From an optimization exercise on the open Yosys and OpenROAD flow, aimed at small area; shortcuts taken in it are not production practice.
At most, simulation tests tie the RTL to the original design; equivalence was not proved.
No activity file was given, so power comes from the tool's default toggle rates.

Design ouman_reader, start of the top module:
module ouman_reader (
    input  wire        clk,
    input  wire        rst_n,         
    input  wire        tick,          
    input  wire        start,
    input  wire [7:0]  start_id,
    output wire        busy,
    output wire        done,
    output wire [7:0]  tx_data,
    output wire        tx_valid,
    input  wire        tx_ready,
    input  wire        rx_valid,
    input  wire [7:0]  rx_data,
    output reg         rx_ovr,
    input  wire        ovr_clr,
    output wire [2:0]  err,
    output wire [2:0]  rtype,
    output wire [7:0]  crcv,
    output wire [8:0]  res_len,
    output reg  [31:0] field0,
    output reg  [31:0] field1,
    output reg  [31:0] field2,
    output reg  [31:0] field3,
    output reg  [31:0] field4,
    output reg  [31:0] field5,
    input  wire [7:0]  raw_off,
    output wire        raw_valid,
    output wire [7:0]  raw_value
);
    localparam [7:0] READ_OPCODE = 8'h52;
    localparam [2:0] T_RAW = 3'd0, T_TEMP = 3'd1, T_DEVICE = 3'd2, T_DATETIME = 3'd3,
                     T_SET1 = 3'd4, T_SET2 = 3'd5, T_INFO = 3'd6;
    localparam [2:0] S_IDLE = 3'b000, S_DONE = 3'b001,
                     S_TX   = 3'b100, S_RX   = 3'b101,
                     S_FIN1 = 3'b110, S_FIN2 = 3'b111;
    function [2:0] classify;
        input [7:0] id;
        begin
            if (id == 8'h01)                 classify = T_DEVICE;
            else if (id == 8'h10)            classify = T_TEMP;
            else if (id[7:4] == 4'h2)        classify = T_INFO;
            else if (id == 8'h30)            classify = T_DATETIME;
            else if (id == 8'h40)            classify = T_SET1;
  ...
export LEC_CHECK = 0
export CAP_MARGIN = 10
export CORE_MARGIN = 2
export CORE_UTILIZATION = 50
export GPL_TIMING_DRIVEN = 0
export PLACE_DENSITY = 0.8
export SLEW_MARGIN = 10
export SYNTH_HIERARCHICAL = 1
create_clock -name core_clock -period 10.0 [get_ports {clk}]
standard.sh (not shown) runs the stock make flow with config.mk's settings and CLKGATE_MAP_FILE= SYNTH_SCRIPT=/design/flow/synth_recipe.tcl, a recipe that flattens the netlist after the stock synthesis.
==> flow/flow/run.sh <==
#!/bin/bash
# Standard ORFS layout (standard.sh), with these options changed:
#  - port buffers use the smallest buffer cell;
#  - clock tree: larger sink clusters and no dummy balancing loads.
set -euo pipefail
export REMOVE_ABC_BUFFERS=1
export BUFFER_PORTS_ARGS="-buffer_cell sky130_fd_sc_hd__buf_1"
export CTS_ARGS="-sink_clustering_enable -repair_clock_nets -dont_use_dummy_load -sink_clustering_buffer sky130_fd_sc_hd__clkbuf_8 -sink_clustering_size 18 -sink_clustering_max_diameter 50"
bash standard.sh > flow_make.log 2>&1
The baseline finished clean.
==> next run, changes <==
--- a/flow/design.v
+++ b/flow/design.v
@@ -172,29 +172,23 @@
     end
     wire [8:0] cnt_m5 = cnt - 9'd5;
     wire [7:0] addr   = st_rx ? cnt_m5[7:0] : raw_off;
     wire [255:0] rsel;
     wire [15:0]  hi_n, lo_n;
     wire [7:0]   rd_or;
-    wire [7:0]   wd [0:7];
-    genvar gq;
-    generate
-        for (gq = 0; gq < 8; gq = gq + 1) begin : g_wd
-            ouman_mux2x8 u_wd (.s(st_rx), .a(rd_or), .b(rx_b), .y(wd[gq]));
-        end
-    endgenerate
+    wire [7:0]   wd = st_rx ? rx_b : rd_or;
     ouman_predec u_predec (.a(addr), .hi_n(hi_n), .lo_n(lo_n));
     reg  [2047:0] mem;     
     genvar gi, gb;
     generate
         for (gi = 0; gi < 256; gi = gi + 1) begin : g_slot
             if (gi < 254) begin : g_used
                 ouman_nor2 u_rsel (.a(hi_n[gi/16]), .b(lo_n[gi%16]), .y(rsel[gi]));
                 always @(posedge clk) begin
                     if (rsel[gi])
-                        mem[8*gi +: 8] <= wd[gi/32];
+                        mem[8*gi +: 8] <= wd;
                 end
             end else begin : g_unused
                 assign rsel[gi] = 1'b0;
             end
         end
     endgenerate
@@ -329,9 +323,6 @@
 module ouman_or3 (input wire a, b, c, output wire y);
     assign y = a || b || c;
 endmodule
 module ouman_nor2 (input wire a, b, output wire y);
     assign y = !(a || b);
 endmodule
-module ouman_mux2x8 (input wire s, input wire [7:0] a, input wire [7:0] b, output wire [7:0] y);
-    assign y = s ? b : a;
-endmodule
After rerunning: Final cell count came out lower by 0.50%. Synthesized cell count came out lower by 2.0%. Global-route usage came out lower by 0.16 points. Maximum frequency is about the same. Power came out higher by 1.7%. Cell area came out higher by 0.65%. Worst setup slack got worse by 0.014 ns. First-iteration DRC count came out lower by 3.5%. Non-clock buffer count came out higher by 56. Register-to-register slack got worse by 0.54 ns. Core utilization came out higher by 1.1 points. Sequential power stays flat. Sequential share of layout area came out lower by 0.48 points.
Only the layout flow was run in the first run of this note; the RTL was not checked for function there.

==> static timing again, ports no longer ideal <==
Ports are ideal in the flow. The routed layouts listed here were re-timed in OpenROAD.
Step 1 (the two cells are an assumption about what drives the block):
set clk [get_ports {clk}]
set_driving_cell -lib_cell sky130_fd_sc_hd__clkbuf_16 $clk
set_driving_cell -lib_cell sky130_fd_sc_hd__buf_2 [delete_from_list [all_inputs] $clk]
Step 2 moves the port delays by t, midway between the first and last clock arrival at a register: inputs arrive t later, outputs are due t later. That takes back most of the time a late clock gives input paths.
Three values: no drivers, after step 1, after step 2; two values: the first two.
run	shift t [ns]	setup slack, ns	cell pins on the clock port's net
the first run	0.810	0.432 / 0.352 / 0.755	1
the second run	0.818	0.418 / 0.342 / 0.859	1
After both steps setup and hold are still met in every run listed.
